This is an optimization exercise on Yosys and OpenROAD, whose aim is small area, a short achievable clock period and few clock cycles, not a production implementation. At most, simulation tests tie the RTL to the original design; equivalence was not proved. Only the layout flow was run in run 4; the RTL was not checked for function there. No activity file was given, so power comes from the tool's default toggle rates.

`design/flow/standard.sh`:
```
#!/bin/bash
# synth_recipe.tcl (not shown) runs the flow's synth.tcl, then flattens the netlist and writes it again
# the make line also repeats each setting of config.mk as NAME=value (left out here)
make -C /OpenROAD-flow-scripts/flow DESIGN_CONFIG=/design/flow/config.mk WORK_HOME=/design/flow/orfs CLKGATE_MAP_FILE= SYNTH_SCRIPT=/design/flow/synth_recipe.tcl "${@:-finish}"
```
`design/flow/config.mk`:
```
export PLATFORM = sky130hd
export DESIGN_NAME = hlfc_tx
export DESIGN_NICKNAME = hlfc_tx
export VERILOG_FILES = /design/flow/design.v
export SDC_FILE = /design/flow/constraint.sdc
export NUM_CORES = 4
export LEC_CHECK = 0
export CAP_MARGIN = 20
export CORE_MARGIN = 2
export CORE_UTILIZATION = 50
export CTS_BUF_LIST = sky130_fd_sc_hd__clkbuf_8
export SLEW_MARGIN = 20
```
`design/flow/design.v`:
```
module hlfc_tx (
    input  wire        clk,
    input  wire        rst,
    input  wire        cmd_valid,
    output wire        cmd_ready,
    input  wire        cmd_write,
    input  wire [7:0]  cmd_unit,
    input  wire [3:0]  cmd_area,
    input  wire [7:0]  cmd_bank,
    input  wire [15:0] cmd_begin,
    input  wire [15:0] cmd_count,
    output wire        sts_valid,
    output wire [7:0]  sts_code,
    input  wire        wd_valid,
    output wire        wd_ready,
    input  wire [15:0] wd_data,
    output wire        tx_valid,
    input  wire        tx_ready,
    output wire [7:0]  tx_data,
    output wire        tx_last
);
    localparam [4:0] S_IDLE = 5'b000_00;
    localparam [4:0] S_AT   = 5'b000_01;    
    localparam [4:0] S_ATC  = 5'b100_01;    
    localparam [4:0] S_U1   = 5'b000_10;
    localparam [4:0] S_U0   = 5'b000_11;
    localparam [4:0] S_RW   = 5'b001_00;
    localparam [4:0] S_LET  = 5'b001_01;
    localparam [4:0] S_BK1  = 5'b001_10;
    localparam [4:0] S_BK0  = 5'b001_11;
    localparam [2:0] G_BG   = 3'b010;    
    localparam [2:0] G_DAT  = 3'b110;    
    localparam [2:0] G_CT   = 3'b011;    
    localparam [4:0] S_F1   = 5'b101_00;
    localparam [4:0] S_F0   = 5'b101_01;
    localparam [4:0] S_STAR = 5'b101_10;
    localparam [4:0] S_CR   = 5'b101_11;
    function [3:0] hexlo;
        input [3:0] x;
        hexlo = ({4{x == 4'd1}} & 4'd1)
            | ({4{x == 4'd2}} & 4'd2)
            | ({4{x == 4'd3}} & 4'd3)
            | ({4{x == 4'd4}} & 4'd4)
            | ({4{x == 4'd5}} & 4'd5)
            | ({4{x == 4'd6}} & 4'd6)
            | ({4{x == 4'd7}} & 4'd7)
            | ({4{x == 4'd8}} & 4'd8)
            | ({4{x == 4'd9}} & 4'd9)
            | ({4{x == 4'd10}} & 4'd1)
            | ({4{x == 4'd11}} & 4'd2)
            | ({4{x == 4'd12}} & 4'd3)
            | ({4{x == 4'd13}} & 4'd4)
            | ({4{x == 4'd14}} & 4'd5)
            | ({4{x == 4'd15}} & 4'd6);
    endfunction
    function [3:0] add3;
        input [3:0] d;
        input en;
        reg f;
        begin
            f = en & (d[3] | (d[2] & (d[1] | d[0])));
            add3[3] = f | d[3];
            add3[2] = f ? (d[3] & d[0]) : d[2];
            add3[1] = f ? (d[1] & d[0]) | (d[3] & ~d[0]) : d[1];
            add3[0] = f ? ~d[0] : d[0];
        end
    endfunction
    function begin_hi;       
        input [2:0] a;
        input [15:0] x;
        case (a)
            3'd0: begin_hi = (x[15:13] != 3'd0);
            3'd1: begin_hi = (x[15:8] != 8'd0);
            3'd2: begin_hi = (x[15:9] != 7'd0);
            3'd6: begin_hi = (x[15:10] != 6'd0);
            3'd5, 3'd7: begin_hi = (x[15:14] != 2'd0);
            default: begin_hi = (x[15:12] != 4'd0);
        endcase
    endfunction
    function begin_lo;       
        input [2:0] a;
        input [15:0] x;
        case (a)
            3'd0: begin_lo = x[12] & x[11];                           
            3'd1: begin_lo = x[7] & x[6] & (x[5] | x[4] | x[3]);       
            3'd6: begin_lo = x[9] & x[8] & x[7] & x[6];               
            3'd5, 3'd7: begin_lo = x[13] & (x[12] | x[11] |
                                   (x[10] & x[9] & x[8] & (x[7:4] != 4'd0)));    
            default: begin_lo = 1'b0;                                 
        endcase
    endfunction
    function count_hi;       
        input [2:0] a;
        input [15:0] x;
        case (a)
            3'd0: count_hi = (x[15:13] != 3'd0);
            3'd1: count_hi = (x[15:8] != 8'd0);
            3'd2, 3'd6: count_hi = (x[15:10] != 6'd0);
            3'd5, 3'd7: count_hi = (x[15:14] != 2'd0);
            default: count_hi = (x[15:12] != 4'd0);
        endcase
    endfunction
    function count_lo;       
        input [2:0] a;
        input [15:0] x;
        case (a)
            3'd0: count_lo = x[12] & x[11] & (x[10:0] != 11'd0);                  
            3'd1: count_lo = x[7] & x[6] & (x[5] | x[4] | (x[3] & (x[2:0] != 3'd0)));   
            3'd2: count_lo = x[9] & (x[8:0] != 9'd0);                            
            3'd6: count_lo = x[9] & x[8] & x[7] & x[6] & (x[5:0] != 6'd0);        
            3'd5, 3'd7: count_lo = x[13] & (x[12] | x[11] |
                                   (x[10] & x[9] & x[8] & (x[7:4] != 4'd0)));    
            default: count_lo = x[11] & (x[10:0] != 11'd0);                      
        endcase
    endfunction
    function [6:0] letter;
        input [2:0] x;
        letter = ({7{x == 3'd0}} & 7'd82)
            | ({7{x == 3'd1}} & 7'd76)
            | ({7{x == 3'd2}} & 7'd72)
            | ({7{x == 3'd3}} & 7'd67)
            | ({7{x == 3'd4}} & 7'd71)
            | ({7{x == 3'd5}} & 7'd68)
            | ({7{x == 3'd6}} & 7'd74)
            | ({7{x == 3'd7}} & 7'd69);
    endfunction
    function [5:0] unit_bcd;
        input [4:0] x;
        unit_bcd = ({6{x == 5'd1}} & 6'd1)
            | ({6{x == 5'd2}} & 6'd2)
            | ({6{x == 5'd3}} & 6'd3)
            | ({6{x == 5'd4}} & 6'd4)
            | ({6{x == 5'd5}} & 6'd5)
            | ({6{x == 5'd6}} & 6'd6)
            | ({6{x == 5'd7}} & 6'd7)
            | ({6{x == 5'd8}} & 6'd8)
            | ({6{x == 5'd9}} & 6'd9)
            | ({6{x == 5'd10}} & 6'd16)
            | ({6{x == 5'd11}} & 6'd17)
            | ({6{x == 5'd12}} & 6'd18)
            | ({6{x == 5'd13}} & 6'd19)
            | ({6{x == 5'd14}} & 6'd20)
            | ({6{x == 5'd15}} & 6'd21)
            | ({6{x == 5'd16}} & 6'd22)
            | ({6{x == 5'd17}} & 6'd23)
            | ({6{x == 5'd18}} & 6'd24)
            | ({6{x == 5'd19}} & 6'd25)
            | ({6{x == 5'd20}} & 6'd32)
            | ({6{x == 5'd21}} & 6'd33)
            | ({6{x == 5'd22}} & 6'd34)
            | ({6{x == 5'd23}} & 6'd35)
            | ({6{x == 5'd24}} & 6'd36)
            | ({6{x == 5'd25}} & 6'd37)
            | ({6{x == 5'd26}} & 6'd38)
            | ({6{x == 5'd27}} & 6'd39)
            | ({6{x == 5'd28}} & 6'd40)
            | ({6{x == 5'd29}} & 6'd41)
            | ({6{x == 5'd30}} & 6'd48)
            | ({6{x == 5'd31}} & 6'd49);
    endfunction
    reg        tx_v;
    reg [6:0]  tx_d;
    reg [7:0]  fcs;
    reg [4:0]  st;
    reg        last;
    reg [4:0]  fw;              
    reg [15:0] bg;              
    reg [15:0] ct;              
    reg [3:0]  pn;              
    reg        wfull;           
    reg        wrdy;
    reg        wdec;            
    reg [3:0]  scnt;            
    reg        bad, unk;        
    reg [2:0]  c_area;          
    reg        c_write;
    reg        crdy;
    assign cmd_ready = crdy;
    assign sts_valid = crdy;
    assign sts_code  = {3'b000, bad, 3'b000, unk};
    assign wd_ready  = wrdy;
    assign tx_valid  = tx_v;
    assign tx_data   = {1'b0, tx_d};
    assign tx_last   = ~(tx_d[6] | tx_d[5]);    
    wire s_idle  = (scnt == 4'd0);
    wire s_done  = (scnt == 4'd11);
    wire s_conv  = !s_idle && !s_done;
    wire s_last  = (scnt == 4'd1);
    wire s_first = (scnt == 4'd10);
    wire [15:0] begin_l = {2'b00, bg[1:0], bg[15:4]};
    wire [15:0] count_l = {2'b00, ct[1:0], ct[15:4]};
    wire range_bad = begin_hi(c_area, begin_l) | begin_lo(c_area, begin_l) |
                     count_hi(c_area, count_l) | count_lo(c_area, count_l) |
                     (count_l == 16'd0);
    wire en_t = ~scnt[3];
    wire en_h = (scnt[3:2] == 2'b00) | (scnt == 4'd4);
    function [15:0] dd_step;
        input [15:0] q;
        input eo, et, eh;
        reg [3:0] o, t, h;
        begin
            o = add3({q[1:0], q[15:14]}, eo);
            t = add3(q[5:2], et);
            h = add3(q[9:6], eh);
            dd_step = {o[0], q[13:10], h, t, o[3:1]};
        end
    endfunction
    function [15:0] pre4;
        input [15:0] x;
        pre4 = {x[11:0], 2'b00, x[13:12]};
    endfunction
    wire [13:0] wcnt = {ct[11:0], ct[15:14]};
    wire [13:0] wcnt_dec = wcnt - 14'd1;
    wire rejected = bad;
    wire take     = crdy;
    wire [4:0] stc = st;
    wire tx_free = ~tx_v | tx_ready;
    wire [5:0] ubcd = unit_bcd(fw);
    wire wr = ~last;                      
    wire [7:0] fcs_x = fcs ^ {1'b0, tx_d};
    wire cap_hit = (fw == 5'd1);    
    wire more = (wcnt != 14'd1);
    wire freeq = (st == S_IDLE) ||
                 (last && ((st == {G_CT, 2'd3}) || (st == {G_DAT, 2'd3}) || (st[4:2] == 3'b101)));
    wire [1:0] ix = st[1:0];
    wire g_hdr0 = (st[4:2] == 3'b000);
    wire g_hdr1 = (st[4:2] == 3'b001);
    wire g_bgd  = (st[3:2] == 2'b10);           
    wire g_ct   = (st[4:2] == G_CT);
    wire g_dat  = (st[4:2] == G_DAT);
    wire g_bg   = (st[4:2] == G_BG);
    wire g_f    = (st[4:2] == 3'b101);
    wire g_dig  = g_bgd | g_ct;
    wire [3:0] nib =
          ({4{g_bgd & ix == 2'd0}} & bg[13:10])
        | ({4{g_bgd & ix == 2'd1}} & bg[9:6])
        | ({4{g_bgd & ix == 2'd2}} & bg[5:2])
        | ({4{g_ct  & ix == 2'd0}} & ct[13:10])
        | ({4{g_ct  & ix == 2'd1}} & ct[9:6])
        | ({4{g_ct  & ix == 2'd2}} & ct[5:2])
        | ({4{(g_dig | g_hdr1) & ix == 2'd3}} & pn)
        | ({4{g_hdr0 & ix == 2'd2}} & {2'b00, ubcd[5:4]})
        | ({4{g_hdr0 & ix == 2'd3}} & ubcd[3:0])
        | ({4{g_f & ix == 2'd0}} & fcs_x[7:4])
        | ({4{g_f & ix == 2'd1}} & fcs[3:0]);
    wire isnib = g_dig | (g_hdr0 & ix[1]) | (g_hdr1 & ix[1]) | (g_f & ~ix[1]);
    wire [6:0] cbyte =
          ({7{g_hdr0 | (st == S_ATC)}} & 7'h40)
        | ({7{g_hdr1 & ~ix[0]}} & (wr ? 7'h57 : 7'h52))
        | ({7{g_hdr1 &  ix[0]}} & letter(c_area))
        | ({7{g_f & ~ix[0]}} & 7'h2A)
        | ({7{g_f &  ix[0]}} & 7'h0D);
    wire have = !(st == S_IDLE) && !(g_dat && ix == 2'd0 && !wfull);
    wire fz = (st == S_AT) | (st == S_ATC);
    wire fx = !g_hdr0 & !(g_f & (ix != 2'd0)) | (st == S_U1) | (st == S_U0);
    reg [4:0] nst;
    always @(*) begin
        nst = {st[4:2], ix[1] ^ ix[0], ~ix[0]};
        case (st)
            S_AT:  nst = S_U1;
            S_ATC: nst = {G_DAT, 2'd0};
            S_U0:  nst = S_RW;
            S_LET: nst = (c_area == 3'd7) ? S_BK1 : {G_BG, 2'd0};
            S_BK0: nst = {G_BG, 2'd0};
            S_F0:  nst = last ? S_STAR : S_CR;
            S_CR:  nst = last ? S_IDLE : S_ATC;
            default: ;
        endcase
        if (g_bg && ix == 2'd3) nst = wr ? {G_DAT, 2'd0} : {G_CT, 2'd0};
        if (g_ct && ix == 2'd3) nst = S_F1;
        if (g_dat && ix == 2'd3 && !(last || cap_hit)) nst = {G_DAT, 2'd0};
        if (g_dat && ix == 2'd3 && (last || cap_hit)) nst = S_F1;
    end
    wire nib_af = nib[3] & (nib[2] | nib[1]);
    wire [6:0] nb = isnib ? {nib_af, ~nib_af, ~nib_af, hexlo(nib)} : cbyte;
    wire adv = tx_free & have;
    wire in_bgct = (stc[4:2] == G_BG) || (stc[4:2] == G_CT) || (stc[4:2] == G_DAT);
    wire at2  = in_bgct && (stc[1:0] == 2'd2);           
    wire at3  = (stc[4:2] == G_DAT) && (stc[1:0] == 2'd3);
    wire is_cr = (stc == S_CR);
    wire idle_next = adv ? (is_cr && last) : (stc == S_IDLE);
    wire wd_fire = wd_valid & wrdy;
    wire ready_ok  = ~bad & ~crdy & freeq & ((s_conv & (scnt <= 4'd6)) | s_done);
    wire ready_rej =  bad & ~crdy & ((s_conv & ~s_first) | s_done);
    wire go = ready_ok & idle_next;
    always @(posedge clk) begin
        if (rst) begin
            st    <= S_IDLE;
            tx_v  <= 1'b0;
            wfull <= 1'b0;
            wrdy  <= 1'b0;
            wdec  <= 1'b0;
            scnt  <= 4'd0;
            crdy  <= 1'b0;
        end else begin
            if (tx_free)
                tx_v <= have;
            if (adv) begin
                tx_d <= nb;
                st   <= nst;
                if (fz) fcs <= 8'h00;
                else if (fx) fcs <= fcs_x;
                if (stc == S_RW) fw <= 5'd9;
                if (stc == S_ATC) fw <= 5'd2;
                if (at3) fw <= {fw[3:0], fw[4] ^ fw[2]};
                if (at2) begin
                    pn <= (stc[4:2] == G_CT) ? {ct[1:0], ct[15:14]} : {bg[1:0], bg[15:14]};
                    if (stc[4:2] == G_DAT)
                        last <= !more;
                end
            end
            if (go) begin
                st    <= S_AT;
                last  <= ~c_write;
                fw    <= cmd_unit[4:0];
                pn    <= cmd_bank[3:0];
            end
            if (wd_fire)    
                {bg[13:10], bg[9:6], bg[5:2], bg[1:0], bg[15:14]} <= wd_data;
            wdec <= adv && at2 && (stc[4:2] == G_DAT);
            if (wdec)
                {ct[11:0], ct[15:14]} <= wcnt_dec;
            if (wd_fire) begin
                wfull <= 1'b1;
                wrdy  <= 1'b0;
            end else if (adv && at2 && stc[4:2] != G_CT) begin
                wfull <= 1'b0;
                wrdy  <= (stc[4:2] == G_BG) ? wr : more;
            end
            crdy <= go | ready_rej;
            if (s_idle) begin
                if (freeq) begin
                    c_area  <= cmd_area[2:0];
                    c_write <= cmd_write;
                    unk     <= cmd_area[3];
                    bad     <= cmd_area[3] || (cmd_unit[7:5] != 3'd0) ||
                               (cmd_begin[15:14] != 2'd0) || (cmd_count[15:14] != 2'd0) ||
                               (cmd_area[2:0] == 3'd7 && (cmd_bank[7:4] != 4'd0 ||
                                (cmd_bank[3] && cmd_bank[2] && (cmd_bank[1] || cmd_bank[0]))));
                    bg      <= pre4(cmd_begin);
                    ct      <= pre4(cmd_count);
                    if (cmd_valid) scnt <= 4'd10;
                end
            end else if (s_conv) begin
                if (s_first) bad <= bad | range_bad;
                bg <= dd_step(bg, 1'b1, en_t, en_h);
                ct <= dd_step(ct, ~c_write, ~c_write & en_t, ~c_write & en_h);
                if (s_last) scnt <= (freeq && !go) ? 4'd11 : 4'd0;
                else scnt <= scnt - 4'd1;
            end
            if (take && (bad || s_done))
                scnt <= 4'd0;
        end
    end
endmodule
```
`design/flow/constraint.sdc`:
```
create_clock -name core_clock -period 12.0 [get_ports {clk}]
set_input_delay 2.4000 -clock core_clock [delete_from_list [all_inputs] [get_ports {clk}]]
set_output_delay 2.4000 -clock core_clock [all_outputs]
set_load 0.01 [all_outputs]
```
`design/flow/flow/run.sh`:
```
#!/bin/bash
# Own layout flow: the standard ORFS flow (standard.sh), with two changes to how
# the layout is made:
#  - the port buffers that ORFS inserts on every input and output are buf_1 cells
#    instead of the default choice (a slow delay buffer);
#  - repair_timing (floorplan, CTS and global-route stages) works towards a setup
#    slack margin, so it sizes up the gates of paths that are far slower than they
#    need to be.
# The clock period, the SDC, synthesis, floorplan, power grid and tap cells are the
# standard flow's. Every tool's output goes to a log in this folder (and ORFS keeps
# its own per-step logs under orfs/logs).
set -euo pipefail
export BUFFER_PORTS_ARGS="-buffer_cell sky130_fd_sc_hd__buf_1"
export SETUP_SLACK_MARGIN="8.6"
bash standard.sh > standard_flow.log 2>&1
```
==> flow_summary.ini, run 1 <==
[clocking]
tritoncts = done
cts-root-buf = clkbuf_8
cts-htree-levels = 3
cts_num_sinks = 76
clk-insertion-delay-late_ps = 380
holdBufCountCts = 0
cts_buffers = 9
path_clk_slew_ps = 90
clock_path_buffers = 2

[synth]
synth_edf_count = 62
ys_seq_elements = 76
synth_top_flop_cell = edfxtp_1
syn_area_mm2 = 0.00596
synthArstFlopShare_pct = 0
ys_warn_count = 1
synth_cell_types = 76
syn-instance-count = 702
avgSynthCellArea_um2 = 8.49
yosysSeqAreaShare_pct = 35.9

[layout]
syn_to_final_growth_pct = 11.7
diodes = 0
drive_gt1_share_pct = 9.86
final_nets = 852
final_util_pct = 57.9
design_area_mm2 = 0.00666

[drt]
ant_nets = 0
avgRoutedWirePerCell_um = 19.6
drc = 0
drtIter0Drc = 571
wirelength_mm = 17.9
drt-vias-per-instance = 6.29
drtPass1Iterations = 18
num_vias = 5752

[worst_setup_path]
critPathMaxStageDelay_ps = 420
start_kind = flop
worstPathRequired_ps = 9600
end_kind = output pin
crit_path_max_fanout = 3
worstPathArrival_ps = 1030
worstPathCellList = nor2_1 > buf_2
path_class = reg -> out
crit_family = flip-flops
crit_slowest_cell = edfxtp_1
cp.buffers_inverters = 1

[sta]
setup_viol = 0
setup_tns_ps = 0
hold_viol_final = 0
final.setup_skew_ps = 12.1
slew_headroom_pct = 48.8
maxSlewViolCount = 0
max_freq_mhz = 291
worst_pin_slew_ps = 767
fin_crit_ps = 3430
period_share_pct = 28.6
rsz0062_at_grt = true

[floorplan]
die_y_um = 113
num_rows = 39
dieArea_mm2 = 0.0128
initial_core_util_pct = 51.8
core_area_mm2 = 0.0115
io_pins = 95
die_w_um = 113

[flow_run]
maxCapViolCount = 0

[pwr]
power.leakage_nw = 2.41
clockPowerShare_pct = 13.4
p_int_w = 0.000832
swShare_pct = 46.1
power.density_mw_per_mm2 = 232
peakVddDrop_mv = 0.138
power.total_w = 0.00154
comb_power_share_pct = 47.6
seqPwrFrac_pct = 39.1
switchingPower_w = 0.000712

[global_route]
grt_pass1_wl_mm = 28.4
grt_antenna_before_repair = 0
grt_max_degree = 30
grt-ovfl-total = 0
grt_use_total_pct = 28.4
grt_pass1_vias = 5382

[placed_design]
dpl_cell_area_mm2 = 0.00631
place_congestion = 0.921
numPortBuffers = 87
hpwl_mm = 13.1

[status]
status = no timing/DRC/antenna violations

[hold_path]
hp-class = reg -> reg
[power groups by stage]
stage | Combinational [W] | Sequential, W | Clock, W
final | 0.000734 | 0.000603 | 0.000206
after global routing | 0.000822 | 0.000621 | 0.000219
after detailed placement | 0.000715 | 0.000606 | 0
after CTS | 0.000727 | 0.000600 | 0.000209
after floorplan | 0.000622 | 0.000491 | 0
after global placement | 0.000700 | 0.000604 | 0
[worst min-delay path, cell delays in order (launching register included)]
cell     delay, ps
dfxtp_1        320
nand2_1         60
a21oi_1         60
[sequential cells by signal, indices dropped and copies added (netlist names)]
| register | flops |
|---|---|
| scnt | 4 |
| pn | 4 |
| bad | 1 |
| c_area | 3 |
| tx_v | 1 |
| fcs | 7 |
| wrdy | 1 |
| crdy | 1 |
| last | 1 |
| st | 5 |
| wfull | 1 |
| bg | 16 |
| unk | 1 |
| wdec | 1 |
| tx_d | 7 |
| c_write | 1 |
| fw | 5 |
| ct | 16 |
[what timing repair did]
item,4_1_cts,5_1_grt
setup buffers,9,6
pin swaps,3,0
cloned,1,0
gates resized for setup,8,3
endpoints found under the setup margin,69,26
[cell type report]
type | instances | area [um2]
Tap cell | 143 | 179
Sequential cell | 76 | 2140
Clock buffer | 10 | 138
Timing Repair Buffer | 107 | 489
Inverter | 20 | 78.8
Clock inverter | 6 | 61.3
Timing Repair inverter | 1 | 7.51
Multi-Input combinational cell | 551 | 3570
Fill cell | 1109 | 4850
[through the flow]
| stage | setup slack [ps] | hold slack, ps | instances |
|---|---|---|---|
| global route | 8520 | 521 | 914 |
| global placement | 7400 | 469 | 882 |
| CTS | 8550 | 499 | 908 |
| finish | 8570 | 494 | 914 |
| floorplan | 8500 | 431 | 708 |
| detailed placement | 7340 | 487 | 882 |
[cell usage in the layout, fill, tap and decap left out, types with 8 or more instances in the layout]
| cell type | synthesis | layout |
|---|---|---|
| a22oi_1 | 14 | 14 |
| edfxtp_1 | 62 | 62 |
| buf_4 | 13 | 19 |
| buf_1 | 0 | 85 |
| nor2_1 | 69 | 68 |
| a31oi_1 | 9 | 9 |
| nor2b_1 | 15 | 14 |
| o21ai_1 | 14 | 16 |
| o221ai_1 | 13 | 12 |
| nand3b_1 | 8 | 8 |
| nor3_1 | 25 | 23 |
| inv_1 | 20 | 20 |
| nor4_1 | 13 | 13 |
| nand3_1 | 17 | 17 |
| ha_1 | 12 | 12 |
| xnor2_1 | 20 | 20 |
| dfxtp_1 | 14 | 13 |
| mux2i_1 | 24 | 24 |
| a21oi_1 | 51 | 46 |
| nand2_1 | 69 | 67 |
| o21ai_0 | 30 | 28 |
| o22ai_1 | 11 | 11 |
| clkbuf_8 | 0 | 10 |
| nand2b_1 | 14 | 14 |
| o211ai_1 | 11 | 11 |
[synthesized netlist by cell type (15+ instances only)]
master | instances | area share (%)
nand2_1 | 69 | 4.3
o21ai_0 | 30 | 2.5
nor3_1 | 25 | 2.1
xnor2_1 | 20 | 2.9
nand3_1 | 17 | 1.4
nor2_1 | 69 | 4.3
mux2i_1 | 24 | 4.0
buf_2 | 15 | 1.3
nor2b_1 | 15 | 1.6
edfxtp_1 | 62 | 31
clkbuf_1 | 31 | 2.0
inv_1 | 20 | 1.3
a21oi_1 | 51 | 4.3
[logic make-up (layout without fill, tap and decap cells)]
| group | count (synthesis) | in the layout | synth area share [%] |
|---|---|---|---|
| and+or+nand+nor | 265 | 265 | 22.4 |
| other | 1 | 7 | 0.0629 |
| DFF | 76 | 76 | 35.9 |
| AOI/OAI and AO/OA | 215 | 215 | 24.3 |
| adders and majority gates | 12 | 12 | 2.52 |
| muxes | 27 | 27 | 4.60 |
| xor gates and xnor gates | 25 | 25 | 3.67 |
| buffers and inverters | 81 | 144 | 6.48 |
[layer usage]
metal / vias to the layer above / wire, um / global-route usage (%)
met5: - / 0 / 0
met4: 0 / 362 / 9.67
met3: 35 / 1220 / 4.61
met2: 239 / 8770 / 47.6
met1: 2735 / 7580 / 37.5
li1: 2743 / - / -
[path summary, 6_finish.rpt]
path / cells after the start / start / slack (ps) / to
setup / recovery: 2 / tx_d[5]$_DFFE_PP_ / 8570 / tx_last
setup reg to reg: 7 / st[0]$_SDFFE_PP0N_ / 8780 / tx_d[3]$_DFFE_PP_
hold reg to reg: 2 / wfull$_SDFFE_PP0P_ / 490 / wfull$_SDFFE_PP0P_
hold / removal: 2 / wfull$_SDFFE_PP0P_ / 490 / wfull$_SDFFE_PP0P_
Testbench counts, summed over its fixed seeds: cycles 65,848.
==> run 2: changes to the inputs <==
--- a/design/flow/flow/run.sh
+++ b/design/flow/flow/run.sh
@@ -13,3 +13,3 @@
 export BUFFER_PORTS_ARGS="-buffer_cell sky130_fd_sc_hd__buf_1"
-export SETUP_SLACK_MARGIN="8.6"
+export SETUP_SLACK_MARGIN="${OWN_SETUP_MARGIN:-8.4}"
 bash standard.sh > standard_flow.log 2>&1
--- a/design/flow/config.mk
+++ b/design/flow/config.mk
@@ -9,3 +9,3 @@
 export CORE_MARGIN = 2
-export CORE_UTILIZATION = 50
+export CORE_UTILIZATION = 65
 export CTS_BUF_LIST = sky130_fd_sc_hd__clkbuf_8
==> flow_summary.ini, run 2 <==
[layout]
reg_top3 = bg (16), ct (16)
multiInputGateArea_mm2 = 0.00350
drive_gt1_share_pct = 6.86
fillers = 674
design_area_mm2 = 0.00645
syn_to_final_growth_pct = 8.22
layout_common_cells = 87 x buf_1, 68 x nand2_1, 68 x nor2_1, 62 x edfxtp_1, 48 x a21oi_1
diodes = 0
final_nets = 839
seqCellArea_mm2 = 0.00214
final_common_cell = buf_1

[global_route]
grt_util_met1_pct = 45.1
grt_use_total_pct = 34.6
grt_antenna_before_repair = 0
grt_max_degree = 33
met2_usage_pct = 56.8
grt.busiest_layer = met2
grt_pass1_vias = 5551
grtUsageMet3_pct = 5.71
grt_pass1_wl_mm = 27.4
grt-ovfl-total = 0

[clocking]
path_clk_slew_ps = 90
cts-htree-levels = 3
cts-root-buf = clkbuf_8
holdBufCountCts = 0
clock_path_buffers = 2
cts_num_sinks = 76
cts_buffers = 9
tritoncts = done
clk-insertion-delay-late_ps = 360

[synth]
syn-instance-count = 702
synth.cells.most_frequent = 69 x nand2_1, 69 x nor2_1, 62 x edfxtp_1, 51 x a21oi_1, 31 x clkbuf_1
netlist.area_leader.share_pct = 31.2
syn_area_mm2 = 0.00596
yosysSeqAreaShare_pct = 35.9
synth_area_leaders = edfxtp_1 31%, dfxtp_1 4.7%, nand2_1 4.3%
ys_seq_elements = 76
yosys.area.top_type = edfxtp_1
synthArstFlopShare_pct = 0
synth_top_flop_cell = edfxtp_1
synth_edf_count = 62
synth_cell_types = 76
avgSynthCellArea_um2 = 8.49
ys_warn_count = 1

[drt]
drtPass1Iterations = 6
avgRoutedWirePerCell_um = 19.8
ant_nets = 0
wirelength_mm = 17.2
drtIter0Drc = 638
drt-vias-per-instance = 6.85
drc = 0
num_vias = 5928

[sta]
hold_viol_final = 0
period_share_pct = 29.6
rsz0062_at_grt = true
final.setup_skew_ps = 16.5
slew_headroom_pct = 27.0
worst_slack_ps = 8440
maxSlewViolCount = 0
fin_crit_ps = 3560
setup_tns_ps = 0
max_freq_mhz = 281
setup_viol = 0
worst_pin_slew_ps = 1090

[placed_design]
hpwl_mm = 12.4
numPortBuffers = 87
pre_cts_ws_ps = 7900
place_congestion = 1.02
dpl_cell_area_mm2 = 0.00619

[worst_setup_path]
r2r_setup_slack_ps = 8690
critPathMaxStageDelay_ps = 310
path_class = in -> reg
end_kind = flop
worstPathArrival_ps = 3600
start_kind = input port
worstPathCellList = buf_1 > nor2b_2 > nor3_1 > o221ai_2 > buf_4 > a21oi_2
worstPathRequired_ps = 12050
crit_path_max_fanout = 19
crit_slowest_cell = nor3_1

[hold_path]
hp-class = reg -> reg

[pwr]
power.total_w = 0.00155
peakVddDrop_mv = 0.203
power.leakage_nw = 2.34
power.density_mw_per_mm2 = 240

[status]
status = no timing/DRC/antenna violations

[floorplan]
core_area_mm2 = 0.00881
die_w_um = 99.8
dieArea_mm2 = 0.00996
initial_core_util_pct = 67.7
io_pins = 95
die_y_um = 99.8
num_rows = 34

[flow_run]
maxCapViolCount = 0
[run 2: cell counts after synthesis]
No cell type changed its count.
[run 2: cell type report]
cell class | instances | area share, %
clock buffers | 9 | 1.92
clock inverters | 7 | 1.34
inverters | 20 | 1.16
multi-input cells | 551 | 54.2
flip-flops and latches | 76 | 33.2
well taps | 108 | 2.09
repair buffers | 95 | 6.05
[run 2: repair_timing]
action	in CTS	in global routing
buffers inserted	0	4
pin swaps	0	1
gates resized for setup	3	3
setup endpoints to repair	15	25
[run 2: worst max-delay path: cells and delay by family]
kind / cells / cell delay [ps]
buffers and inverters: 2 / 330
AO/OA/AOI/OAI: 2 / 480
AND/OR/NAND/NOR: 2 / 400
[run 2: logic make-up after synthesis]
group           share of synthesized area (%)
simple gates                             22.4
xor+xnor                                 3.67
fa+ha+maj                                2.52
mux                                      4.60
other cells                            0.0629
flops                                    35.9
buf+inv                                  6.48
compound gates                           24.3
[run 2: path summary, 6_finish.rpt]
| path | from | depth (start not counted) | end |
|---|---|---|---|
| max reg2reg | st[4]$_SDFFE_PP0P_ | 6 | ct[0]$_DFFE_PN_ |
| max | tx_ready | 6 | fw[3]$_DFFE_PP_ |
| min reg2reg | wfull$_SDFFE_PP0P_ | 2 | wfull$_SDFFE_PP0P_ |
| min | wfull$_SDFFE_PP0P_ | 2 | wfull$_SDFFE_PP0P_ |
[run 2: layer usage]
metal | vias to the layer above | wire length, um
met1 | 2796 | 6850
met4 | 0 | 648
met3 | 56 | 1500
met2 | 353 | 8160
met5 | - | 0
li1 | 2723 | -
[run 2: stage by stage]
stage                     hold WS [ps]  std cells  utilization [%]
after global routing               541        866             73.3
final                              513        866             73.3
after global placement             478        846             70.2
after CTS                          497        862             72.8
after floorplan                    431        708                -
after detailed placement           486        846             70.3
[run 2: report_power, final]
part	switching [W]	internal [W]	leakage, nW
clock	0.000101	0.000115	0.116
combinational	0.000422	0.000303	1.52
sequential	0.000184	0.000423	0.699
total	0.000706	0.000841	2.34
==> run 3: changes to the inputs <==
--- a/design/flow/config.mk
+++ b/design/flow/config.mk
@@ -9,3 +9,3 @@
 export CORE_MARGIN = 2
-export CORE_UTILIZATION = 65
+export CORE_UTILIZATION = 50
 export CTS_BUF_LIST = sky130_fd_sc_hd__clkbuf_8
==> flow_summary.ini, run 3 <==
[status]
status = no timing/DRC/antenna violations

[drt]
ant_nets = 0
drtPass1Iterations = 25
num_vias = 5716
drc = 0
drt-vias-per-instance = 6.34
drtIter0Drc = 600
wirelength_mm = 17.6
avgRoutedWirePerCell_um = 19.5

[clocking]
cts_num_sinks = 76
cts_buffers = 9
clk-insertion-delay-late_ps = 380
cts-root-buf = clkbuf_8
tritoncts = done
clock_path_buffers = 2
cts-htree-levels = 3
path_clk_slew_ps = 90

[synth]
syn_area_mm2 = 0.00596
ys_seq_elements = 76
yosysSeqAreaShare_pct = 35.9
synthArstFlopShare_pct = 0
synth_area_leaders = edfxtp_1 31%, dfxtp_1 4.7%, nand2_1 4.3%
ys_warn_count = 1
syn-instance-count = 702
yosys.area.top_type = edfxtp_1
synth.cells.most_frequent = 69 x nand2_1, 69 x nor2_1, 62 x edfxtp_1, 51 x a21oi_1, 31 x clkbuf_1
netlist.area_leader.share_pct = 31.2
avgSynthCellArea_um2 = 8.49
synth_edf_count = 62
synth_top_flop_cell = edfxtp_1
synth_cell_types = 76

[pwr]
clockPowerShare_pct = 12.8
seqPwrFrac_pct = 39.8
peakVddDrop_mv = 0.153
power.leakage_nw = 2.33
power.density_mw_per_mm2 = 235
swShare_pct = 46.2
switchingPower_w = 0.000703
p_int_w = 0.000820
comb_power_share_pct = 47.4

[global_route]
grt_use_total_pct = 27.8
grt_antenna_before_repair = 0
grt_max_degree = 33
grt_pass1_vias = 5249
grt_pass1_wl_mm = 27.9
grt-ovfl-total = 0

[worst_setup_path]
crit_path_max_fanout = 19
reg2reg_from = st[1]$_SDFFE_PP0P_
start_kind = input port
end_kind = flop
path_class = in -> reg
reg2reg_to = fw[1]$_DFFE_PP_
worstPathRequired_ps = 12280
r2r_setup_slack_ps = 8730
worstPathArrival_ps = 3770
ff2ff_path_depth = 8

[sta]
slew_headroom_pct = 27.0
setup_viol = 0
final.setup_skew_ps = 11.7
whs_ps = 499
period_share_pct = 29.0
maxSlewViolCount = 0
rsz0062_at_grt = false
hold_viol_final = 0
setup_tns_ps = 0
worst_pin_slew_ps = 1100
max_freq_mhz = 287
fin_crit_ps = 3490

[floorplan]
io_pins = 95
dieArea_mm2 = 0.0128
core_area_mm2 = 0.0115
die_w_um = 113
die_y_um = 113
initial_core_util_pct = 51.8
num_rows = 39

[hold_path]
holdPathStages = 2
min_from = wfull$_SDFFE_PP0P_
holdPathEnd = wfull$_SDFFE_PP0P_
hp-class = reg -> reg

[placed_design]
numPortBuffers = 87
dpl_cell_area_mm2 = 0.00624
place_congestion = 0.917
dp.cells = 883
hpwl_mm = 13.1

[layout]
final_common_cell = buf_1
reg_top3 = bg (16), ct (16)
diodes = 0
final_nets = 840
layout_common_cells = 87 x buf_1, 68 x nand2_1, 68 x nor2_1, 62 x edfxtp_1, 48 x a21oi_1
fin_cells = 902
drive_gt1_share_pct = 6.85
design_area_mm2 = 0.00649
syn_to_final_growth_pct = 8.81

[flow_run]
maxCapViolCount = 0
run 3: layout make-up:
class | count | area [um2]
Clock buffer | 9 | 124
Clock inverter | 7 | 61.3
Fill cell | 1105 | 5030
Inverter | 20 | 75.1
Multi-Input combinational cell | 551 | 3510
Sequential cell | 76 | 2140
Tap cell | 143 | 179
Timing Repair Buffer | 96 | 398
run 3: per-layer routing:
layer / part of all wire [%] / track usage, %
met5: 0 / 0
met1: 42 / 36.9
met3: 7.2 / 5.36
met4: 2.7 / 10.6
met2: 48 / 45.1
run 3: power groups by stage:
stage	Clock [W]	Sequential, W	Combinational, W
2_1_floorplan	0	0.000491	0.000616
3_3_place_gp	0	0.000605	0.000693
3_5_place_dp	0	0.000607	0.000707
4_1_cts	0.000199	0.000602	0.000712
5_1_grt	0.000208	0.000625	0.000805
6_report	0.000195	0.000607	0.000722
run 3: what timing repair did:
| item | 4_1_cts | 5_1_grt |
|---|---|---|
| resized for setup | 2 | 7 |
| endpoints found under the setup margin | 11 | 22 |
| hold buffers | 0 | 0 |
| pin swaps | 0 | 1 |
| buffers inserted | 0 | 3 |
run 3: per-stage QoR:
| step | power, W | worst slack (ps) | utilization [%] |
|---|---|---|---|
| global placement | 0.00130 | 7930 | 54.2 |
| detailed placement | 0.00131 | 7820 | 54.2 |
| floorplan | 0.00111 | 8410 | - |
| global route | 0.00164 | 8400 | 56.3 |
| finish | 0.00152 | 8510 | 56.3 |
| CTS | 0.00151 | 8410 | 55.9 |
run 3: worst max-delay path, cell delays in order:
cell,delay (ps)
buf_1,100
nor2b_4,220
nor3_2,90
o221ai_1,280
buf_4,310
nand2_1,150
a311oi_1,210
run 3: kinds of logic after synthesis:
group,share of synthesized area [%]
DFF,35.9
buffers and inverters,6.48
adders and majority gates,2.52
and+or+nand+nor,22.4
muxes,4.60
AOI/OAI and AO/OA,24.3
xor gates and xnor gates,3.67
other,0.0629
run 3: worst max path at each step:
stage / from / endpoint / slack, ps / cells after the start
6_report: tx_ready / st[3]$_SDFFE_PP0P_ / 8510 / 7
5_1_grt: tx_ready / st[1]$_SDFFE_PP0P_ / 8400 / 7
4_1_cts: rst / fcs[4]$_SDFFCE_PN0P_ / 8410 / 3
3_5_place_dp: rst / fcs[1]$_SDFFCE_PN0P_ / 7820 / 3
3_3_place_gp: rst / fcs[5]$_SDFFCE_PN0P_ / 7930 / 3
2_1_floorplan: wd_valid / bg[15]$_DFFE_PN_ / 8410 / 4
==> run 4: changes to the inputs <==
--- a/design/flow/design.v
+++ b/design/flow/design.v
@@ -282,2 +282,3 @@
     wire wd_fire = wd_valid & wrdy;
+    wire free_now  = freeq | (adv & ((stc == {G_CT, 2'd2}) | ((stc == {G_DAT, 2'd2}) & !more)));
     wire ready_ok  = ~bad & ~crdy & freeq & ((s_conv & (scnt <= 4'd6)) | s_done);
@@ -331,3 +332,3 @@
             if (s_idle) begin
-                if (freeq) begin
+                if (free_now) begin
                     c_area  <= cmd_area[2:0];
==> flow_summary.ini, run 4 <==
[clocking]
tritoncts = done
holdBufCountCts = 0
cts-root-buf = clkbuf_8
cts_num_sinks = 76
clock_path_buffers = 2
clk-insertion-delay-late_ps = 380
cts_buffers = 9
cts-htree-levels = 3
path_clk_slew_ps = 80

[sta]
worst_slack_ps = 8470
max_freq_mhz = 283
final.setup_skew_ps = 10.8
setup_viol = 0
hold_viol_final = 0
slew_headroom_pct = 16.3
maxSlewViolCount = 0
period_share_pct = 29.4
worst_pin_slew_ps = 1250
rsz0062_at_grt = true
fin_crit_ps = 3530
setup_tns_ps = 0

[global_route]
grt-ovfl-total = 0
grt_antenna_before_repair = 0
grt_max_degree = 38
grt_use_total_pct = 27.5
grt_pass1_vias = 5282
grt_pass1_wl_mm = 28.0

[layout]
diodes = 0
final_common_cell = buf_1
syn_to_final_growth_pct = 8.04
reg_top3 = bg (16), ct (16)
drive_gt1_share_pct = 7.46
final_nets = 845
fin_cells = 911
layout_common_cells = 86 x buf_1, 75 x nand2_1, 62 x edfxtp_1, 59 x nor2_1, 42 x o21ai_0

[pwr]
power.density_mw_per_mm2 = 228
swShare_pct = 46.9
power.leakage_nw = 2.28
seqPwrFrac_pct = 40.0
p_int_w = 0.000792
peakVddDrop_mv = 0.150
switchingPower_w = 0.000700
clockPowerShare_pct = 13.4
comb_power_share_pct = 46.6

[drt]
avgRoutedWirePerCell_um = 19.5
wirelength_mm = 17.7
drc = 0
drtIter0Drc = 540
num_vias = 5658
ant_nets = 0
drt-vias-per-instance = 6.21
drtPass1Iterations = 6

[placed_design]
place_congestion = 0.934
pre_cts_ws_ps = 7280
dp.cells = 889
numPortBuffers = 87
hpwl_mm = 12.6

[synth]
yosys.area.top_type = edfxtp_1
synth_area_leaders = edfxtp_1 31%, nand2_1 4.7%, dfxtp_1 4.6%
yosysSeqAreaShare_pct = 35.4
synth_top_flop_cell = edfxtp_1
syn-instance-count = 714
synthArstFlopShare_pct = 0
synth_cell_types = 84
yosysMostFrequentCell = nand2_1
ys_seq_elements = 76
avgSynthCellArea_um2 = 8.48
netlist.area_leader.share_pct = 30.8
ys_warn_count = 1
synth.cells.most_frequent = 76 x nand2_1, 62 x edfxtp_1, 61 x nor2_1, 43 x o21ai_0, 40 x a21oi_1
syn_area_mm2 = 0.00605
synth_edf_count = 62

[worst_setup_path]
worstPathRequired_ps = 12070
path_class = in -> reg
end_kind = flop
start_kind = input port
ff2ff_path_depth = 9
worstPathArrival_ps = 3600
crit_path_max_fanout = 8

[floorplan]
core_area_mm2 = 0.0119
dieArea_mm2 = 0.0130
io_pins = 95
num_rows = 40
initial_core_util_pct = 50.8
die_y_um = 114
die_w_um = 114

[flow_run]
maxCapViolCount = 0

[hold_path]
hp-class = reg -> reg
holdPathStages = 2

[status]
status = no timing/DRC/antenna violations
[run 4: cell types whose count changed after synthesis, moves of 7 or more]
cell      previous run  this run
o211ai_1            11         3
inv_1               20        28
o21ai_0             30        43
nor2_1              69        61
a21oi_1             51        40
nand2_1             69        76
[run 4: timing repair]
action                     4_1_cts  5_1_grt
setup endpoints to repair       52       21
buffers inserted                 4        0
hold endpoints to repair         0        0
cloned                           1        1
gates resized for setup          5        2
[run 4: final timing paths]
kind,from,end,slack (ps)
hold / removal,wfull$_SDFFE_PP0P_,wfull$_SDFFE_PP0P_,500
setup / recovery,tx_ready,fcs[1]$_SDFFCE_PN0P_,8470
hold reg to reg,wfull$_SDFFE_PP0P_,wfull$_SDFFE_PP0P_,500
setup reg to reg,st[1]$_SDFFE_PP0P_,tx_d[1]$_DFFE_PP_,8760
[run 4: metal layers]
metal	vias up	track usage [%]	share of wire [%]
li1	2738	-	-
met5	-	0	0
met2	234	45.4	49
met3	33	3.13	6.9
met1	2653	36.9	42
met4	0	11.3	2.5
[run 4: power groups by stage]
stage	combinational (W)	sequential (W)	clock, W
CTS	0.000688	0.000592	0.000202
detailed placement	0.000680	0.000597	0
global placement	0.000669	0.000594	0
finish	0.000696	0.000596	0.000200
global route	0.000781	0.000614	0.000212
floorplan	0.000643	0.000475	0
[run 4: metrics by stage]
step / power (W) / hold slack (ps) / instance area, um2 / utilization (%)
floorplan: 0.00112 / 450 / 6100 / -
global placement: 0.00126 / 472 / 6270 / 52.7
detailed placement: 0.00128 / 486 / 6270 / 52.7
CTS: 0.00148 / 498 / 6520 / 54.7
global route: 0.00161 / 557 / 6540 / 54.9
finish: 0.00149 / 502 / 6540 / 54.9
[run 4: critical path: stages]
cell     delay, ps
buf_1          120
nor2b_4         70
or2_0          380
nor2_4         320
o21a_2         310
[run 4: cell families (layout without fill, tap and decap cells)]
| family | Yosys count | after routing | share of synthesized area (%) |
|---|---|---|---|
| mux | 19 | 19 | 3.14 |
| simple gates | 251 | 252 | 21.4 |
| compound gates | 234 | 234 | 26.2 |
| other cells | 1 | 7 | 0.0619 |
| buf+inv | 97 | 140 | 7.79 |
| flops | 76 | 76 | 35.4 |
| fa+ha+maj | 14 | 14 | 2.81 |
| xor+xnor | 22 | 22 | 3.18 |
[run 4: layout make-up]
cell class	count	area (um2)
repair inverters	1	7.51
clock inverters	7	65.1
fillers	1158	5370
clock buffers	9	124
well taps	147	184
flip-flops and latches	76	2140
inverters	29	113
multi-input cells	548	3520
repair buffers	94	387
==> run 5: changes to the inputs <==
--- a/design/flow/design.v
+++ b/design/flow/design.v
@@ -171,3 +171,2 @@
     reg        wrdy;
-    reg        wdec;            
     reg [3:0]  scnt;            
@@ -282,3 +281,2 @@
     wire wd_fire = wd_valid & wrdy;
-    wire free_now  = freeq | (adv & ((stc == {G_CT, 2'd2}) | ((stc == {G_DAT, 2'd2}) & !more)));
     wire ready_ok  = ~bad & ~crdy & freeq & ((s_conv & (scnt <= 4'd6)) | s_done);
@@ -292,3 +290,2 @@
             wrdy  <= 1'b0;
-            wdec  <= 1'b0;
             scnt  <= 4'd0;
@@ -308,4 +305,6 @@
                     pn <= (stc[4:2] == G_CT) ? {ct[1:0], ct[15:14]} : {bg[1:0], bg[15:14]};
-                    if (stc[4:2] == G_DAT)
+                    if (stc[4:2] == G_DAT) begin
                         last <= !more;
+                        {ct[11:0], ct[15:14]} <= wcnt_dec;
+                    end
                 end
@@ -318,7 +317,4 @@
             end
-            if (wd_fire)    
+            if (wrdy)    
                 {bg[13:10], bg[9:6], bg[5:2], bg[1:0], bg[15:14]} <= wd_data;
-            wdec <= adv && at2 && (stc[4:2] == G_DAT);
-            if (wdec)
-                {ct[11:0], ct[15:14]} <= wcnt_dec;
             if (wd_fire) begin
@@ -332,3 +328,3 @@
             if (s_idle) begin
-                if (free_now) begin
+                if (freeq) begin
                     c_area  <= cmd_area[2:0];
==> design/flow/flow/run.sh (replaced) <==
#!/bin/bash
# Own layout flow: the standard ORFS flow (standard.sh), with one change to how
# the layout is made: the port buffers that ORFS inserts on every input and output
# are buf_1 cells instead of the default choice (a slow delay buffer). The clock
# period, the SDC, synthesis, floorplan, power grid and tap cells are the standard
# flow's. Every tool's output goes to a log in this folder (and ORFS keeps its own
# per-step logs under orfs/logs).
set -euo pipefail
export BUFFER_PORTS_ARGS="-buffer_cell sky130_fd_sc_hd__buf_1"
bash standard.sh > standard_flow.log 2>&1
==> flow_summary.ini, run 5 <==
[worst_setup_path]
worstPathArrival_ps = 4210
worstPathRequired_ps = 12020
crit_slowest_cell = a21oi_1
start_kind = input port
startpoint = tx_ready
worstPathCellList = buf_1 > nand2b_1 > a41o_1 > nand3_1 > a21oi_1
crit_path_max_fanout = 23
end_kind = flop
path_class = in -> reg
critPathMaxStageDelay_ps = 710
reg2reg_from = st[0]$_SDFFE_PP0N_

[placed_design]
place_congestion = 0.933
hpwl_mm = 13.6
dpl_cell_area_mm2 = 0.00641
pre_cts_ws_ps = 7460
dp.cells = 923
numPortBuffers = 87

[sta]
fin_crit_ps = 4190
worst_slack_ps = 7810
slew_headroom_pct = 35.2
final.setup_skew_ps = 12.5
setup_viol = 0
maxSlewViolCount = 0
rsz0062_at_grt = false
hold_viol_final = 0
period_share_pct = 34.9
setup_tns_ps = 0
max_freq_mhz = 239
worst_pin_slew_ps = 969

[drt]
avgRoutedWirePerCell_um = 19.9
drtPass1Iterations = 5
ant_nets = 0
num_vias = 5934
drt-vias-per-instance = 6.32
wirelength_mm = 18.7
drtIter0Drc = 547
drc = 0

[global_route]
grt_util_met1_pct = 38.3
grt_antenna_before_repair = 0
grt_max_degree = 33
grtUsageMet3_pct = 4.59
grt_use_total_pct = 28.5
grt-ovfl-total = 0
met2_usage_pct = 45.5
grt_pass1_vias = 5433
grt_pass1_wl_mm = 29.4
grt.busiest_layer = met2

[clocking]
holdBufCountCts = 0
tritoncts = done
clk-insertion-delay-late_ps = 380
cts_buffers = 9
cts-root-buf = clkbuf_8
cts_resized = 0
clock_path_buffers = 2
cts_num_sinks = 75
post_cts_buffers = 0
path_clk_slew_ps = 80
cts-htree-levels = 3

[synth]
synth_edf_count = 62
synth.cells.most_frequent = 74 x nor2_1, 70 x nand2_1, 62 x edfxtp_1, 59 x a21oi_1, 52 x o21ai_0
syn_area_mm2 = 0.00618
yosysSeqAreaShare_pct = 34.4
avgSynthCellArea_um2 = 8.34
ys_warn_count = 1
synth_top_flop_cell = edfxtp_1
yosys.area.top_type = edfxtp_1
synth_cell_types = 80
synth_area_leaders = edfxtp_1 30%, a21oi_1 4.8%, nor2_1 4.5%
syn-instance-count = 741
yosysMostFrequentCell = nor2_1
ys_seq_elements = 75
netlist.area_leader.share_pct = 30.1
synthArstFlopShare_pct = 0

[layout]
diodes = 0
final_nets = 873
syn_to_final_growth_pct = 6.56
fin_cells = 939
drive_gt1_share_pct = 6.19
layout_common_cells = 87 x buf_1, 74 x nor2_1, 70 x nand2_1, 62 x edfxtp_1, 59 x a21oi_1
final_common_cell = buf_1
design_area_mm2 = 0.00658
reg_top3 = bg (16), ct (16)

[pwr]
power.density_mw_per_mm2 = 211
peakVddDrop_mv = 0.135
power.total_w = 0.00139
power.leakage_nw = 2.26

[floorplan]
dieArea_mm2 = 0.0133
core_area_mm2 = 0.0120
io_pins = 95
initial_core_util_pct = 51.4
num_rows = 40
die_y_um = 115
die_w_um = 115

[hold_path]
min_from = wfull$_SDFFE_PP0P_
hp-class = reg -> reg

[flow_run]
maxCapViolCount = 0

[status]
status = no timing/DRC/antenna violations
-- run 5: cell count changes after synthesis, moves of 4 or more --
cell      delta
o21ai_0      +9
a21oi_1     +19
a22oi_1      -8
nand2b_1     +4
o211ai_1     +8
nand3_1      +7
inv_1        -4
mux2i_1      +6
nor2_1      +13
o21ai_1     -17
o32ai_1      +4
nor3b_1      -5
nor4_1       +7
nand2_1      -6
-- run 5: metrics by stage --
step	hold WS, ps	utilization, %
finish	529	54.8
floorplan	470	-
CTS	527	54.8
global route	573	54.8
global placement	493	53.4
detailed placement	506	53.4
-- run 5: cells by family (layout without fill, tap and decap cells) --
logic type               count (synthesis)  after routing  share of synthesized area (%)
AND/OR/NAND/NOR                        269            269                           21.9
AO/OA/AOI/OAI                          236            236                           25.3
buffers and inverters                   95            140                           7.92
flip-flops                              75             75                           34.4
multiplexers                            27             27                           4.42
XOR/XNOR                                25             25                           3.54
adder cells (fa/ha/maj)                 13             13                           2.59
other                                    1              7                         0.0607
-- run 5: area by class of cell --
class / instances / area [um2]
Fill cell: 1201 / 5430
Multi-Input combinational cell: 577 / 3590
Sequential cell: 75 / 2120
Timing Repair Buffer: 99 / 417
Tap cell: 147 / 184
Clock buffer: 11 / 151
Inverter: 25 / 93.8
Clock inverter: 5 / 22.5
-- run 5: final timing paths --
kind,end,slack [ps],cells past startpoint
max reg2reg,tx_d[1]$_DFFE_PP_,8560,8
min,wfull$_SDFFE_PP0P_,530,2
max,fw[3]$_DFFE_PP_,7810,5
min reg2reg,wfull$_SDFFE_PP0P_,530,2
-- run 5: critical path: cells and delay by family --
kind            cells  cell delay [ps]
compound gates      2              910
simple gates        2              790
buf+inv             1               90
-- run 5: layer usage --
layer	vias to the layer above	wire [um]
met2	287	8780
met3	43	1170
li1	2844	-
met5	-	0
met1	2760	8160
met4	0	592
-- run 5: report_power, final --
part | total (W) | switching [W] | internal, W | leakage, nW
Sequential | 0.000569 | 0.000168 | 0.000401 | 0.689
Clock | 0.000183 | 0.0000995 | 0.0000836 | 0.0968
Combinational | 0.000640 | 0.000379 | 0.000261 | 1.47
Testbench counts of run 5, summed over its fixed seeds: cycles 65,848.

[static timing again, ports no longer ideal]
In the flow no input, the clock included, has a driving cell. The finished layouts below were timed again as built, in two steps. Step 1, drivers: a clkbuf_16 drives clk and a buf_2 each remaining input, both assumed. Step 2 moves the port delays by t, midway between the first and last clock arrival at a register: inputs arrive t later, outputs are due t later. That takes back most of the time a late clock gives input paths. a / b / c = ideal / step 1 / step 2; a / b = the first two.
| run | t (ns) | setup WS [ns] | worst hold slack (ns) | slew at the worst register clock pin (ns) | cell pins on the clock port's net |
|---|---|---|---|---|---|
| run 1 | 0.412 | 8.568 / 8.532 / 8.265 | 0.494 / 0.494 / 0.494 | 0.09 / 0.09 | 1 |
| run 2 | 0.391 | 8.445 / 8.454 / 8.063 | 0.513 / 0.513 / 0.513 | 0.09 / 0.09 | 1 |
| run 3 | 0.408 | 8.514 / 8.493 / 8.122 | 0.499 / 0.499 / 0.499 | 0.09 / 0.09 | 1 |
| run 4 | 0.408 | 8.467 / 8.480 / 8.072 | 0.502 / 0.502 / 0.502 | 0.09 / 0.09 | 1 |
| run 5 | 0.410 | 7.813 / 7.827 / 7.416 | 0.529 / 0.529 / 0.529 | 0.09 / 0.09 | 1 |
After both steps every run listed still meets setup and hold. The setup slack of run 5, which loses most, moves by +0.014 ns with the drivers and by -0.397 ns with both steps.
